This design comes from an exercise in tuning for small area, a short achievable clock period and few clock cycles per item on the open sky130 flow, not from production work. The RTL was checked by simulation tests, not by an equivalence proof against the original design. Power and IR drop assume default switching activity.

File: flow/config.mk
export PLATFORM = sky130hd
export DESIGN_NAME = rdm_responder
export DESIGN_NICKNAME = rdm_responder
export VERILOG_FILES = /design/flow/design.v
export SDC_FILE = /design/flow/constraint.sdc
export NUM_CORES = 4
export LEC_CHECK = 0
export CAP_MARGIN = 20
export CORE_MARGIN = 2
export CORE_UTILIZATION = 40
export PLACE_DENSITY = 0.6
export SLEW_MARGIN = 20
File: flow/constraint.sdc
create_clock -name core_clock -period 10.0 [get_ports {clk}]
set_input_delay 2.0000 -clock core_clock [delete_from_list [all_inputs] [get_ports {clk}]]
set_output_delay 2.0000 -clock core_clock [all_outputs]
set_load 0.01 [all_outputs]
File: flow/design.v
module rdm_responder (
    input  wire        clk,
    input  wire        rst,            
    input  wire [47:0] own_uid,        
    input  wire        rx_valid,
    input  wire [7:0]  rx_data,
    input  wire        rx_last,
    output wire        rx_ready,
    output wire        tx_valid,
    output reg  [7:0]  tx_data,
    output wire        tx_last,
    output wire        tx_break,
    input  wire        tx_ready,
    output reg         mute_line,
    output reg         mute_evt,
    output reg         identify_line,
    output reg         identify_evt
);
    localparam [1:0] S_RX = 2'd0, S_PROC = 2'd1, S_TX = 2'd2;
    localparam [7:0] CC_DISC = 8'h10, CC_GET = 8'h20, CC_SET = 8'h30;
    localparam [15:0] PID_DUB     = 16'h0001;
    localparam [15:0] PID_MUTE    = 16'h0002;
    localparam [15:0] PID_UNMUTE  = 16'h0003;
    localparam [15:0] PID_SUPP    = 16'h0050;
    localparam [15:0] PID_DEVINFO = 16'h0060;
    localparam [15:0] PID_MODEL   = 16'h0080;
    localparam [15:0] PID_MFR     = 16'h0081;
    localparam [15:0] PID_LABEL   = 16'h0082;
    localparam [15:0] PID_SWVER   = 16'h00C0;
    localparam [15:0] PID_IDENT   = 16'h1000;
    localparam [15:0] NR_UNKNOWN_PID   = 16'h0000;
    localparam [15:0] NR_FORMAT_ERROR  = 16'h0001;
    localparam [15:0] NR_UNSUPPORTED_CC = 16'h0005;
    localparam [15:0] NR_SUB_DEVICE    = 16'h0009;
    localparam [3:0] PD_NONE    = 4'd0;
    localparam [3:0] PD_CTRL    = 4'd1;   
    localparam [3:0] PD_NACK    = 4'd2;   
    localparam [3:0] PD_SUPP    = 4'd3;
    localparam [3:0] PD_DEVINFO = 4'd4;
    localparam [3:0] PD_MODEL   = 4'd5;
    localparam [3:0] PD_MFR     = 4'd6;
    localparam [3:0] PD_SWVER   = 4'd7;
    localparam [3:0] PD_LABEL   = 4'd8;
    localparam [3:0] PD_IDENT   = 4'd9;
    reg  [1:0]  state;
    reg  [8:0]  rx_cnt;           
    reg  [15:0] rx_sum;           
    reg  [7:0]  rx_p1, rx_p2;     
    reg  [7:0]  hdr   [0:23];
    reg  [7:0]  pdbuf [0:31];
    reg         muted;
    reg         identify_on;
    reg  [7:0]  label [0:31];
    reg  [5:0]  label_len;
    reg         rep_dub;          
    reg  [7:0]  rep_rtype;
    reg  [5:0]  rep_n;            
    reg  [3:0]  rep_pd;
    reg  [15:0] rep_nack;
    reg  [5:0]  tx_idx;
    reg  [15:0] tx_sum;
    integer i;
    wire [47:0] dest   = {hdr[3], hdr[4], hdr[5], hdr[6], hdr[7], hdr[8]};
    wire [15:0] subdev = {hdr[18], hdr[19]};
    wire [7:0]  cc     = hdr[20];
    wire [15:0] pid    = {hdr[21], hdr[22]};
    wire [7:0]  pdl    = hdr[23];
    wire        len_ok  = (rx_cnt >= 9'd26) && (rx_cnt <= 9'd257);
    wire        cs_ok   = (rx_sum == {rx_p2, rx_p1});
    wire        frame_ok = len_ok && cs_ok &&
                           (hdr[0] == 8'hCC) && (hdr[1] == 8'h01) &&
                           ({1'b0, pdl} == rx_cnt - 9'd26) &&
                           ({1'b0, hdr[2]} == 9'd24 + {1'b0, pdl});
    wire        is_unicast = (dest == own_uid);
    wire        is_all     = (dest == 48'hFFFF_FFFF_FFFF);
    wire        is_vendor  = (dest[31:0] == 32'hFFFF_FFFF) &&
                             (dest[47:32] == own_uid[47:32]);
    wire        addressed  = is_unicast || is_all || is_vendor;
    wire [47:0] dub_lower = {pdbuf[0], pdbuf[1], pdbuf[2], pdbuf[3], pdbuf[4], pdbuf[5]};
    wire [47:0] dub_upper = {pdbuf[6], pdbuf[7], pdbuf[8], pdbuf[9], pdbuf[10], pdbuf[11]};
    wire        in_range  = (dub_lower <= own_uid) && (own_uid <= dub_upper);
    reg         p_ack;           
    reg         p_dub;           
    reg  [3:0]  p_pd;
    reg  [5:0]  p_n;
    reg  [15:0] p_nack;
    reg         p_set_mute, p_mute_val;
    reg         p_set_ident, p_ident_val;
    reg         p_set_label;
    always @* begin
        p_ack       = 1'b0;
        p_dub       = 1'b0;
        p_pd        = PD_NONE;
        p_n         = 6'd0;
        p_nack      = 16'h0000;
        p_set_mute  = 1'b0;
        p_mute_val  = 1'b0;
        p_set_ident = 1'b0;
        p_ident_val = 1'b0;
        p_set_label = 1'b0;
        if (frame_ok && addressed) begin
            p_ack = 1'b1;
            if (subdev != 16'h0000) begin
                p_pd = PD_NACK; p_n = 6'd2; p_nack = NR_SUB_DEVICE;
            end else if (cc != CC_DISC && cc != CC_GET && cc != CC_SET) begin
                p_pd = PD_NACK; p_n = 6'd2; p_nack = NR_UNSUPPORTED_CC;
            end else begin
                p_pd = PD_NACK; p_n = 6'd2; p_nack = NR_UNKNOWN_PID;
                case ({cc, pid})
                    {CC_DISC, PID_DUB}: begin
                        p_ack = 1'b0;
                        p_pd  = PD_NONE; p_n = 6'd0;
                        if (!muted && pdl == 8'd12 && in_range)
                            p_dub = 1'b1;
                    end
                    {CC_DISC, PID_MUTE}, {CC_DISC, PID_UNMUTE}: begin
                        if (pdl != 8'd0) begin
                            p_nack = NR_FORMAT_ERROR;
                        end else begin
                            p_pd = PD_CTRL;
                            p_set_mute = 1'b1;
                            p_mute_val = (pid == PID_MUTE);
                        end
                    end
                    {CC_GET, PID_SUPP}, {CC_GET, PID_DEVINFO}, {CC_GET, PID_MODEL},
                    {CC_GET, PID_MFR}, {CC_GET, PID_LABEL}, {CC_GET, PID_SWVER},
                    {CC_GET, PID_IDENT}: begin
                        if (pdl != 8'd0) begin
                            p_nack = NR_FORMAT_ERROR;
                        end else begin
                            case (pid)
                                PID_SUPP:    begin p_pd = PD_SUPP;    p_n = 6'd6;  end
                                PID_DEVINFO: begin p_pd = PD_DEVINFO; p_n = 6'd19; end
                                PID_MODEL:   begin p_pd = PD_MODEL;   p_n = 6'd7;  end
                                PID_MFR:     begin p_pd = PD_MFR;     p_n = 6'd3;  end
                                PID_LABEL:   begin p_pd = PD_LABEL;   p_n = label_len; end
                                PID_SWVER:   begin p_pd = PD_SWVER;   p_n = 6'd2;  end
                                default:     begin p_pd = PD_IDENT;   p_n = 6'd1;  end
                            endcase
                        end
                    end
                    {CC_SET, PID_LABEL}: begin
                        if (pdl > 8'd32) begin
                            p_nack = NR_FORMAT_ERROR;
                        end else begin
                            p_pd = PD_NONE; p_n = 6'd0;
                            p_set_label = 1'b1;
                        end
                    end
                    {CC_SET, PID_IDENT}: begin
                        if (pdl != 8'd1) begin
                            p_nack = NR_FORMAT_ERROR;
                        end else begin
                            p_pd = PD_NONE; p_n = 6'd0;
                            p_set_ident = 1'b1;
                            p_ident_val = (pdbuf[0] != 8'h00);
                        end
                    end
                    default: ;
                endcase
            end
            if (!is_unicast)
                p_ack = 1'b0;
        end
    end
    wire [5:0] pd_idx = tx_idx - 6'd24;
    reg  [7:0] pd_byte;
    always @* begin
        pd_byte = 8'h00;
        case (rep_pd)
            PD_NACK:  pd_byte = pd_idx[0] ? rep_nack[7:0] : rep_nack[15:8];
            PD_SUPP:  case (pd_idx[2:0])
                          3'd1: pd_byte = 8'h80;
                          3'd3: pd_byte = 8'h81;
                          3'd5: pd_byte = 8'h82;
                          default: pd_byte = 8'h00;
                      endcase
            PD_DEVINFO: case (pd_idx[4:0])
                          5'd0:  pd_byte = 8'h01;    
                          5'd3:  pd_byte = 8'h01;    
                          5'd4:  pd_byte = 8'h01;    
                          5'd9:  pd_byte = 8'h01;    
                          5'd12: pd_byte = 8'h01;    
                          5'd13: pd_byte = 8'h01;    
                          5'd14: pd_byte = 8'hFF;    
                          5'd15: pd_byte = 8'hFF;
                          default: pd_byte = 8'h00;
                      endcase
            PD_MODEL: case (pd_idx[2:0])             
                          3'd0: pd_byte = 8'h4A;
                          3'd1: pd_byte = 8'h61;
                          3'd2: pd_byte = 8'h20;
                          3'd3: pd_byte = 8'h52;
                          3'd4: pd_byte = 8'h75;
                          3'd5: pd_byte = 8'h6C;
                          default: pd_byte = 8'h65;
                      endcase
            PD_MFR:   case (pd_idx[1:0])             
                          2'd0: pd_byte = 8'h4F;
                          2'd1: pd_byte = 8'h4C;
                          default: pd_byte = 8'h50;
                      endcase
            PD_SWVER: pd_byte = pd_idx[0] ? 8'h31 : 8'h76;    
            PD_LABEL: pd_byte = label[pd_idx[4:0]];
            PD_IDENT: pd_byte = {7'd0, identify_on};
            default:  pd_byte = 8'h00;
        endcase
    end
    wire [5:0]  uid_pos = tx_idx - 6'd8;    
    wire [47:0] own = own_uid;
    reg  [7:0]  uid_byte;
    always @* begin
        case (uid_pos[3:1])           
            3'd0:    uid_byte = own[47:40];
            3'd1:    uid_byte = own[39:32];
            3'd2:    uid_byte = own[31:24];
            3'd3:    uid_byte = own[23:16];
            3'd4:    uid_byte = own[15:8];
            default: uid_byte = own[7:0];
        endcase
    end
    wire [5:0] rep_len = rep_dub ? 6'd24 : (rep_n + 6'd26);
    always @* begin
        tx_data = 8'h00;
        if (rep_dub) begin
            if (tx_idx < 6'd7)
                tx_data = 8'hFE;
            else if (tx_idx == 6'd7)
                tx_data = 8'hAA;
            else if (tx_idx < 6'd20)
                tx_data = uid_byte | (tx_idx[0] ? 8'h55 : 8'hAA);
            else if (tx_idx < 6'd22)
                tx_data = tx_sum[15:8] | (tx_idx[0] ? 8'h55 : 8'hAA);
            else
                tx_data = tx_sum[7:0] | (tx_idx[0] ? 8'h55 : 8'hAA);
        end else begin
            if (tx_idx == rep_n + 6'd24)
                tx_data = tx_sum[15:8];
            else if (tx_idx == rep_n + 6'd25)
                tx_data = tx_sum[7:0];
            else if (tx_idx >= 6'd24)
                tx_data = pd_byte;
            else case (tx_idx[4:0])
                5'd0:  tx_data = 8'hCC;
                5'd1:  tx_data = 8'h01;
                5'd2:  tx_data = {2'b00, rep_n} + 8'd24;
                5'd3:  tx_data = hdr[9];
                5'd4:  tx_data = hdr[10];
                5'd5:  tx_data = hdr[11];
                5'd6:  tx_data = hdr[12];
                5'd7:  tx_data = hdr[13];
                5'd8:  tx_data = hdr[14];
                5'd9:  tx_data = hdr[3];
                5'd10: tx_data = hdr[4];
                5'd11: tx_data = hdr[5];
                5'd12: tx_data = hdr[6];
                5'd13: tx_data = hdr[7];
                5'd14: tx_data = hdr[8];
                5'd15: tx_data = hdr[15];
                5'd16: tx_data = rep_rtype;
                5'd17: tx_data = 8'h00;
                5'd18: tx_data = hdr[18];
                5'd19: tx_data = hdr[19];
                5'd20: tx_data = hdr[20] + 8'd1;
                5'd21: tx_data = hdr[21];
                5'd22: tx_data = hdr[22];
                default: tx_data = {2'b00, rep_n};
            endcase
        end
    end
    wire tx_in_sum = rep_dub ? (tx_idx >= 6'd8 && tx_idx < 6'd20)
                             : (tx_idx < rep_n + 6'd24);
    assign rx_ready = (state == S_RX);
    assign tx_valid = (state == S_TX);
    assign tx_last  = (tx_idx == rep_len - 6'd1);
    assign tx_break = !rep_dub;
    always @(posedge clk) begin
        if (state == S_RX && rx_valid) begin
            if (rx_cnt < 9'd24)
                hdr[rx_cnt[4:0]] <= rx_data;
            else if (rx_cnt < 9'd56)
                pdbuf[rx_cnt[4:0] - 5'd24] <= rx_data;
        end
        if (state == S_PROC && p_set_label) begin
            for (i = 0; i < 32; i = i + 1)
                label[i] <= pdbuf[i];
        end
    end
    always @(posedge clk) begin
        if (rst) begin
            state         <= S_RX;
            rx_cnt        <= 9'd0;
            rx_sum        <= 16'd0;
            rx_p1         <= 8'd0;
            rx_p2         <= 8'd0;
            muted         <= 1'b0;
            identify_on   <= 1'b0;
            label_len     <= 6'd0;
            rep_dub       <= 1'b0;
            rep_rtype     <= 8'd0;
            rep_n         <= 6'd0;
            rep_pd        <= PD_NONE;
            rep_nack      <= 16'd0;
            tx_idx        <= 6'd0;
            tx_sum        <= 16'd0;
            mute_line     <= 1'b0;
            mute_evt      <= 1'b0;
            identify_line <= 1'b0;
            identify_evt  <= 1'b0;
        end else begin
            mute_evt     <= 1'b0;
            identify_evt <= 1'b0;
            case (state)
                S_RX: begin
                    if (rx_valid) begin
                        if (rx_cnt != 9'h1FF)
                            rx_cnt <= rx_cnt + 9'd1;
                        if (rx_cnt == 9'd0)
                            rx_sum <= 16'd0;
                        else if (rx_cnt >= 9'd2)
                            rx_sum <= rx_sum + {8'd0, rx_p2};
                        rx_p2 <= rx_p1;
                        rx_p1 <= rx_data;
                        if (rx_last)
                            state <= S_PROC;
                    end
                end
                S_PROC: begin
                    rx_cnt <= 9'd0;
                    if (p_set_mute) begin
                        muted     <= p_mute_val;
                        mute_line <= p_mute_val;
                        mute_evt  <= 1'b1;
                    end
                    if (p_set_ident) begin
                        identify_on   <= p_ident_val;
                        identify_line <= p_ident_val;
                        identify_evt  <= 1'b1;
                    end
                    if (p_set_label)
                        label_len <= pdl[5:0];
                    rep_dub   <= p_dub;
                    rep_rtype <= (p_pd == PD_NACK) ? 8'h02 : 8'h00;
                    rep_n     <= p_n;
                    rep_pd    <= p_pd;
                    rep_nack  <= p_nack;
                    tx_idx    <= 6'd0;
                    tx_sum    <= 16'd0;
                    state     <= (p_ack || p_dub) ? S_TX : S_RX;
                end
                S_TX: begin
                    if (tx_ready) begin
                        if (tx_in_sum)
                            tx_sum <= tx_sum + {8'd0, tx_data};
                        tx_idx <= tx_idx + 6'd1;
                        if (tx_last)
                            state <= S_RX;
                    end
                end
                default: state <= S_RX;
            endcase
        end
    end
endmodule
File: flow/run.sh
#!/bin/bash
# synth_recipe.tcl (not shown) runs the flow's synth.tcl, then flattens the netlist and writes it again
# the make line also repeats each setting of config.mk as NAME=value (left out here)
make -C /OpenROAD-flow-scripts/flow DESIGN_CONFIG=/design/flow/config.mk WORK_HOME=/design/flow/orfs CLKGATE_MAP_FILE= SYNTH_SCRIPT=/design/flow/synth_recipe.tcl finish
==> metrics.csv <==
stage,metric,value,unit
status,outcome,no timing/DRC/antenna violations,
worst_setup_path,cpMaxStageDelayCell,a2111oi_0,
clocking,htree_levels,3,
global_route,antenna_found_initial,12,
placed_design,dp_slack,2.52,ns
detailed_routing,wirelength,132,mm
floorplanning,rows,108,
synthesis,avgSynthCellArea,12.6,sq um
clocking,cts_buffers,81,
worst_setup_path,rr_startpoint,tx_idx[0],
timing,timing.fmax,0.120,GHz
timing,relSlewSlack,18.3,%
synthesis,synth_enable_flop_cells,688,
synthesis,ys_seq_elements,778,
clocking,ctsRootBufferMaster,clkbuf_16,
synthesis,async_flop_share,0,%
power_and_ir_drop,ir_worst_vdd,114,uV
worst_setup_path,startpoint_type,flip-flop,
global_route,first_global_vias,24688,
floorplanning,dieHeight,301,um
timing,finalCritPeriodShare,83.3,%
timing,setup_viol,0,
finish,fill_cells,7838,
finish,multi_input_area,11800,sq um
timing,rsz0062_at_grt,false,
clocking,cts_setup_buffers,0,
timing,whs,0.394,ns
worst_setup_path,cp_common_cell,nor2_1,
synthesis,synth_cell_type_count,79,
timing,worst_pin_slew,1.22,ns
timing,fin_crit,8.33,ns
synthesis,yosysTopAreaCellShare,58.6,%
placed_design,dpl.hpwl,93.3,mm
floorplanning,die-area,90600,sq um
synthesis,synth_fp_nets,3001,
clocking,clk_pin_slew_worst_paths,0.07,ns
synthesis,synth_top_cell_by_area,edfxtp_1,
worst_setup_path,required,8.00,ns
detailed_routing,dr.pass1.iters,8,
detailed_routing,dr_total_vias,25459,
clocking,cts-resized-gates,0,
worst_setup_path,cpPeakStageDelay,0.75,ns
detailed_routing,antenna_left,0,
floorplanning,core_area,87000,sq um
clocking,cts_tree,built,
worst_setup_path,cp_max_fo,14,
power_and_ir_drop,p_leak,13.4,nW
synthesis,ys_warn_count,2,
worst_setup_path,path_delay_family,simple AND/OR/NAND/NOR gates,
timing,fin_worst_skew,0.0410,ns
finish,layout-drive-gt1-share,7.67,%
timing,maxSlewViolCount,0,
clocking,insertion_delay,0.68,ns
timing,setup_ws,1.67,ns
finish,fin_nets,3078,
floorplanning,io-pin-count,77,
worst_setup_path,cp_num_buf_inv,3,
placed_design,io_buffers,76,
timing,tns,0,ns
global_route,globalRoute.totalOverflow,0,
synthesis,syn-cell-area,35300,sq um
detailed_routing,dr.first_iter.drc_count,4196,
finish,synthToLayoutAreaGrowth,13.2,%
clocking,cts_buffer_depth,3,
detailed_routing,routed_via_density,6.23,
run,maxCapViolCount,0,
worst_setup_path,end_kind,output port,
timing,finalHoldViolations,0,
synthesis,syn-instance-count,2791,
worst_setup_path,worstPathCellList,ha_1 > buf_4 > inv_1 > nor2_1 > ha_1 > a221oi_1 > o21ai_0 > nor2_1 > a2111oi_0 > nor2_1 > nor4b_1 > o31ai_1 > clkdlybuf4s50_1,
worst_setup_path,crit_path_start,tx_idx[0],
floorplanning,initial_utilization,40.5,%
worst_setup_path,crit_arrival,6.33,ns
synthesis,ys_top_cells_by_area,"edfxtp_1, ha_1, dfxtp_1, xnor2_1, a21oi_1",
global_route,grt_pass1_wl,185,mm
worst_setup_path,path_class,flip-flop to output port,
clocking,cts_hold_buf,0,
finish,regArea,22500,sq um
global_route,grt_max_degree,118,
worst_hold_path,hold_path_class,flip-flop to flip-flop,
power_and_ir_drop,p_per_area,168,nW/um^2
detailed_routing,post-route-drc-count,0,
synthesis,synthFlopType,edfxtp_1,
global_route,track_usage,29.0,%
synthesis,yosysSeqAreaShare,63.7,%
detailed_routing,wl_per_cell,32.3,um
placed_design,place_congestion,1.02,
finish,finalCoreUtilization,45.9,%
floorplanning,chipWidth,301,um
clocking,cts.sinks,778,
worst_hold_path,holdCritStartpoint,pdbuf[20][4],
## worst paths after layout
path	depth (start not counted)	slack, ns	endpoint
setup / recovery	13	1.67	tx_data[0]
hold / removal	0	0.39	label[20][4]
setup reg to reg	23	2.79	tx_sum[10]
hold reg to reg	0	0.39	label[20][4]
## cells in the final DEF, fill, tap and decap left out, types with 44 or more instances in the layout
| cell | count |
|---|---|
| a21oi_1 | 161 |
| a22oi_1 | 84 |
| buf_4 | 44 |
| clkbuf_16 | 82 |
| clkdlybuf4s50_1 | 67 |
| dfxtp_1 | 88 |
| edfxtp_1 | 688 |
| ha_1 | 145 |
| inv_1 | 137 |
| mux2i_1 | 46 |
| nand2_1 | 172 |
| nand3_1 | 88 |
| nand4_1 | 76 |
| nor2_1 | 194 |
| nor3_1 | 50 |
| o21ai_0 | 99 |
| xnor2_1 | 106 |
## synthesized netlist by cell type (13+ instances only)
cell      instances
a211o_1          13
a211oi_1         22
a21o_1           21
a21oi_1         162
a221oi_1         18
a22oi_1          84
a31oi_1          19
a32oi_1          14
and2_1           13
and3_1           21
buf_1            18
buf_2            21
clkbuf_1         86
dfxtp_1          90
edfxtp_1        688
ha_1            147
inv_1           138
mux2i_1          46
nand2_1         172
nand2b_1         21
nand3_1          88
nand4_1          76
nor2_1          201
nor2b_1          38
nor3_1           53
nor4_1           39
o211ai_1         16
o21ai_0          99
o22ai_1          22
or3_1            15
xnor2_1         106
xor2_1           30
## registers in the layout, summed over array words and instances (netlist names), 2 cells and up
name,cells
hdr,176
label,256
label_len,6
rx_cnt,9
tx_sum,16
rep_nack,3
state,2
rep_n,6
rep_pd,4
pdbuf,256
rx_sum,16
rx_p1,8
rx_p2,8
tx_idx,6
## power by group
part | total (mW) | switching, mW | internal, mW
logic | 0.227 | 0.161 | 0.0654
clock network | 2.96 | 1.32 | 1.64
registers | 3.53 | 0.00702 | 3.52
## routing by layer
layer  wire (um)  track usage [%]  vias to the layer above
met2       55800             41.8                     1604
met4        3880             8.87                       12
met1       56100             42.1                    12806
met5          87                0                        -
met3       16200             8.40                      216
li1            -                -                    10821
## stage by stage
step | cell area, sq um | total power [mW] | std cells
global route | 39900 | 6.89 | 4088
CTS | 39900 | 6.74 | 4088
global placement | 37300 | 3.81 | 3940
floorplan | 35300 | 3.68 | 2791
finish | 40000 | 6.71 | 4089
detailed placement | 37300 | 3.82 | 3940
## cell type report
type	count	share of cell area, %
clock buffers	95	5.28
clock inverters	53	1.22
diodes	1	0.00626
well taps	1155	3.62
multi-input cells	1746	29.6
inverters	140	1.33
repair buffers	121	2.67
flip-flops and latches	778	56.2
## kinds of logic after synthesis
kind of cell	after synthesis	synth area share, %
flip-flops	778	63.7
multiplexers	61	1.91
adder cells (fa/ha/maj)	150	5.36
AO/OA/AOI/OAI	614	11.7
XOR/XNOR	137	3.44
buffers and inverters	267	2.92
AND/OR/NAND/NOR	784	11.0
Testbench counts, summed over its fixed seeds: cycles 62,346, requests 1,280.

==> static timing again, ports no longer ideal <==
No port has a modelled driver above. Below, the same layout with a new extraction and two added sets of constraints.
Step 1 sets driving cells, clkbuf_16 on the clock port and buf_2 on the other inputs (assumed; they add their load-dependent delay and slew).
Step 2 moves the port delays by t, midway between the first and last clock arrival at a register: inputs arrive t later, outputs are due t later. That takes back most of the time a late clock gives input paths.
Slacks: no drivers / after step 1 / after step 2; pairs: no drivers / after step 1.
t, ns: 0.718
setup WS [ns]: 1.669 / 1.606 / 2.324
slew at the worst register clock pin (ns): 0.07 / 0.07
pins driven straight from the clock port: 1
After both steps this run still meets setup and hold. For this run, drivers alone change the setup slack by -0.063 ns; drivers and shift together by +0.655 ns.
